Background: an optimization exercise with open tools, aiming at small area, a short achievable clock period and few clock cycles. Do not read the settings as production practice.
The RTL was checked by simulation tests, not by an equivalence proof against the original design.
No activity file was given, so power comes from the tool's default toggle rates.

==> flow/design.v (excerpt) <==
module osi_cfs (
    input  wire         clk,
    input  wire         rst,
    input  wire         cmd_valid,
    output wire         cmd_ready,
    input  wire [43:0]  cmd_word,
    output reg          rsp_valid,
    output reg  [2:0]   rsp_code,
    output wire [255:0] rsp_data
);
Size in the first run: about 7,000 cells after synthesis, roughly 310 I/O pins, roughly 110,000 um2 of cells after synthesis.
Settings: LEC_CHECK=0, ABC_CLOCK_PERIOD_IN_PS=2400, CAP_MARGIN=20, CORE_MARGIN=2, CORE_UTILIZATION=75, CTS_CLUSTER_DIAMETER=80, CTS_CLUSTER_SIZE=24, PLACE_DENSITY=0.85, SETUP_SLACK_MARGIN=2.6, SLEW_MARGIN=20; clock period 5.0 ns.
standard.sh (not shown) runs the stock make flow with config.mk's settings and CLKGATE_MAP_FILE= SYNTH_SCRIPT=/design/flow/synth_recipe.tcl, a recipe that flattens the netlist after the stock synthesis.
==> flow/flow/run.sh <==
#!/bin/bash
# Layout: the standard flow (standard.sh) unchanged, except that the
# port buffers ORFS inserts at placement are buf_8 cells instead of the
# default delay-buffer cells. The full make output goes to flow_make.log.
set -euo pipefail
bash standard.sh "BUFFER_PORTS_ARGS=-buffer_cell sky130_fd_sc_hd__buf_8" finish > flow_make.log 2>&1
The starting point died in global routing (5_1_grt), error GRT-0232.
Testbench counts at the start, summed over its fixed seeds: cycles 35,722.
Edit:
==> flow/run.sh (new file) <==
#!/bin/bash
# synth_recipe.tcl (not shown) runs the flow's synth.tcl, then flattens the netlist and writes it again
# the make line also repeats each setting of config.mk as NAME=value (left out here)
make -C /OpenROAD-flow-scripts/flow DESIGN_CONFIG=/design/flow/config.mk WORK_HOME=/design/flow/orfs CLKGATE_MAP_FILE= SYNTH_SCRIPT=/design/flow/synth_recipe.tcl finish
CORE_UTILIZATION = 60   (was 75)
CTS_CLUSTER_SIZE = 30   (was 24)
PLACE_DENSITY = 0.75   (was 0.85)
removed: flow/flow/run.sh
removed: flow/standard.sh
Result: The changed run produced a clean layout; area after synthesis does not change; synthesized cell count does not change.

onyx:
Another version of the RTL of osi_cfs (not shown whole).
Size: ~4600 flip-flops, about 310 I/O pins, ~110000 um^2 of cells after synthesis.
clock: 5.0 ns
lec_check: 0
abc_clock_period_in_ps: 2200
cap_margin: 20
core_margin: 2
core_utilization: 60
cts_cluster_diameter: 80
cts_cluster_size: 24
place_density: 0.75
setup_slack_margin: 2.8
slew_margin: 20
==> flow/flow/run.sh <==
#!/bin/bash
# Layout: the standard flow (standard.sh) unchanged, except that
#  - the port buffers ORFS inserts at placement are buf_8 cells instead of
#    the default delay-buffer cells, and
#  - clock tree synthesis inserts no dummy loads (same clustering settings as
#    config.mk's CTS_CLUSTER_SIZE / CTS_CLUSTER_DIAMETER).
# The full make output goes to flow_make.log.
set -euo pipefail
bash standard.sh "BUFFER_PORTS_ARGS=-buffer_cell sky130_fd_sc_hd__buf_8" \
  "CTS_ARGS=-sink_clustering_enable -repair_clock_nets -sink_clustering_size 24 -sink_clustering_max_diameter 80 -dont_use_dummy_load" \
  finish > flow_make.log 2>&1
The final layout from onyx, which completed every stage, passed the timing, design-rule and antenna checks at the end of the flow.
Testbench counts of onyx, summed over its fixed seeds: cycles 35,930.
The following lists how raven was set up differently from onyx:
# onyx
export LEC_CHECK = 0
export ABC_CLOCK_PERIOD_IN_PS = 2200
export CAP_MARGIN = 20
export CORE_MARGIN = 2
export CORE_UTILIZATION = 60
export CTS_CLUSTER_DIAMETER = 80
export CTS_CLUSTER_SIZE = 24
export PLACE_DENSITY = 0.75
export SETUP_SLACK_MARGIN = 2.8
export SLEW_MARGIN = 20
create_clock -name core_clock -period 5.0 [get_ports {clk}]
# raven
export LEC_CHECK = 0
export ABC_CLOCK_PERIOD_IN_PS = 2400
export CAP_MARGIN = 20
export CORE_MARGIN = 2
export CORE_UTILIZATION = 65
export CTS_CLUSTER_DIAMETER = 80
export CTS_CLUSTER_SIZE = 28
export PLACE_DENSITY = 0.8
export SETUP_SLACK_MARGIN = 2.6
export SLEW_MARGIN = 20
create_clock -name core_clock -period 5.0 [get_ports {clk}]
diff --git a/flow/flow/run.sh b/flow/flow/run.sh
--- a/flow/flow/run.sh
+++ b/flow/flow/run.sh
@@ -8,4 +8,4 @@
 set -euo pipefail
 bash standard.sh "BUFFER_PORTS_ARGS=-buffer_cell sky130_fd_sc_hd__buf_8" \
-  "CTS_ARGS=-sink_clustering_enable -repair_clock_nets -sink_clustering_size 24 -sink_clustering_max_diameter 80 -dont_use_dummy_load" \
+  "CTS_ARGS=-sink_clustering_enable -repair_clock_nets -sink_clustering_size 28 -sink_clustering_max_diameter 80 -dont_use_dummy_load" \
   finish > flow_make.log 2>&1
Findings:
- Looking at sequential share of layout area, raven sits 2.0 points higher than onyx does.
- Per the comparison of raven with onyx, total power consumption of the routed design dropped 1.5 mW, part of the total power dissipated in combinational logic dropped 1.0 points, final-layout clock-cell area share dropped 0.45 points.
- Between raven and onyx, count of non-CTS buffers in the layout is lower for raven, onyx comes in above that.
- raven: internal power component lower than onyx
- Compared to onyx, the router laid down more metal wire for raven.
- ~same total number of multi-input combinational cells in raven and onyx
- raven vs onyx: die area down in raven
- raven against onyx; total number of tap cells is down by a little under 10%.
- The lower via count normalized by instance count came out of onyx.
- edfxtp_1 as the critical path's slowest cell was reported by raven, and dfxtp_4 by onyx.
Relative to raven, the following input files were edited for willow:
# raven
export LEC_CHECK = 0
export ABC_CLOCK_PERIOD_IN_PS = 2400
export CAP_MARGIN = 20
export CORE_MARGIN = 2
export CORE_UTILIZATION = 65
export CTS_CLUSTER_DIAMETER = 80
export CTS_CLUSTER_SIZE = 28
export PLACE_DENSITY = 0.8
export SETUP_SLACK_MARGIN = 2.6
export SLEW_MARGIN = 20
create_clock -name core_clock -period 5.0 [get_ports {clk}]
# willow
export LEC_CHECK = 0
export ABC_CLOCK_PERIOD_IN_PS = 2400
export CAP_MARGIN = 20
export CORE_MARGIN = 2
export CORE_UTILIZATION = 60
export CTS_CLUSTER_DIAMETER = 80
export CTS_CLUSTER_SIZE = 24
export PLACE_DENSITY = 0.75
export SETUP_SLACK_MARGIN = 2.6
export SLEW_MARGIN = 20
create_clock -name core_clock -period 5.0 [get_ports {clk}]
diff --git a/flow/flow/run.sh b/flow/flow/run.sh
--- a/flow/flow/run.sh
+++ b/flow/flow/run.sh
@@ -8,4 +8,4 @@
 set -euo pipefail
 bash standard.sh "BUFFER_PORTS_ARGS=-buffer_cell sky130_fd_sc_hd__buf_8" \
-  "CTS_ARGS=-sink_clustering_enable -repair_clock_nets -sink_clustering_size 28 -sink_clustering_max_diameter 80 -dont_use_dummy_load" \
+  "CTS_ARGS=-sink_clustering_enable -repair_clock_nets -sink_clustering_size 24 -sink_clustering_max_diameter 80 -dont_use_dummy_load" \
   finish > flow_make.log 2>&1
## What came out
| share of total power in sequential cells | lower: willow |. Compared with raven, in willow fill cell instance count of the final layout went up by 2332; design area went up by about 1%. Taking raven as the reference, in willow area overhead of the layout relative to synthesis went up; required time at the worst-slack endpoint went down; relative contribution of the clock network to total power went up; detailed-placement wirelength estimate went down; initial core utilization went down. willow: met2 wire length about 9% below raven. Routability congestion estimate in willow is about 0.9% lower than in raven.
--- input diff willow..maple ---
==> flow/flow/run.sh <==
#!/bin/bash
# Layout: the standard flow (standard.sh) unchanged, except that
#  - the port buffers ORFS inserts at placement are buf_4 cells instead of
#    the default delay-buffer cells, and
#  - clock tree synthesis inserts no dummy loads (same clustering settings as
#    config.mk's CTS_CLUSTER_SIZE / CTS_CLUSTER_DIAMETER).
# The full make output goes to flow_make.log.
set -euo pipefail
bash standard.sh "BUFFER_PORTS_ARGS=-buffer_cell sky130_fd_sc_hd__buf_4" \
  "CTS_ARGS=-sink_clustering_enable -repair_clock_nets -sink_clustering_size 24 -sink_clustering_max_diameter 80 -dont_use_dummy_load" \
  finish > flow_make.log 2>&1
[summary]
- On instance count after placement with tap cells included, willow and maple are basically level.
- Non-clock buffer count ends up higher on willow.
- Fraction of standard cell area that is sequential up 1.0 points in maple wrt willow
- Diff willow and maple: detailed route wirelength on metal2 lower in maple
- Looking at amount of wire on met3 after detailed routing, maple sits about 15% lower than willow does.
- maple and willow ended up with roughly the same multi-input combinational gate total.
- opd_q[8]$_SDFFE_PP0P_ as the worst setup path startpoint was reported by maple, and opd_q[12]$_SDFFE_PP0P_ by willow.

## static timing again, ports no longer ideal
How much do the figures lean on ideal ports? The routed layouts below were timed once more, with nothing changed but the port constraints.
Step 1 (the two cells are an assumption about what drives the block):
set clk [get_ports {clk}]
set_driving_cell -lib_cell sky130_fd_sc_hd__clkbuf_16 $clk
set_driving_cell -lib_cell sky130_fd_sc_hd__buf_2 [delete_from_list [all_inputs] $clk]
Step 2 adds t to the input delays and takes it off the output delays; t is the mean of the earliest and latest rising clock arrival at the registers after step 1. Input paths then give back, and output paths get back, about the clock's delay inside the block.
Slacks: ideal / step 1 / step 2; pairs: ideal / step 1.
run | t (ns) | setup WS [ns] | pins driven straight from the clock port
the second run of note 1 | 0.962 | 2.375 / 2.375 / 1.769 | 1
onyx | 0.917 | 2.526 / 2.436 / 1.812 | 1
raven | 0.904 | 2.535 / 2.523 / 1.759 | 1
willow | 0.916 | 2.545 / 2.497 / 1.905 | 1
maple | 0.940 | 2.528 / 2.486 / 1.716 | 1
After both steps every run listed still meets setup and hold. For maple, which loses most, drivers alone change the setup slack by -0.042 ns; drivers and shift together by -0.812 ns.
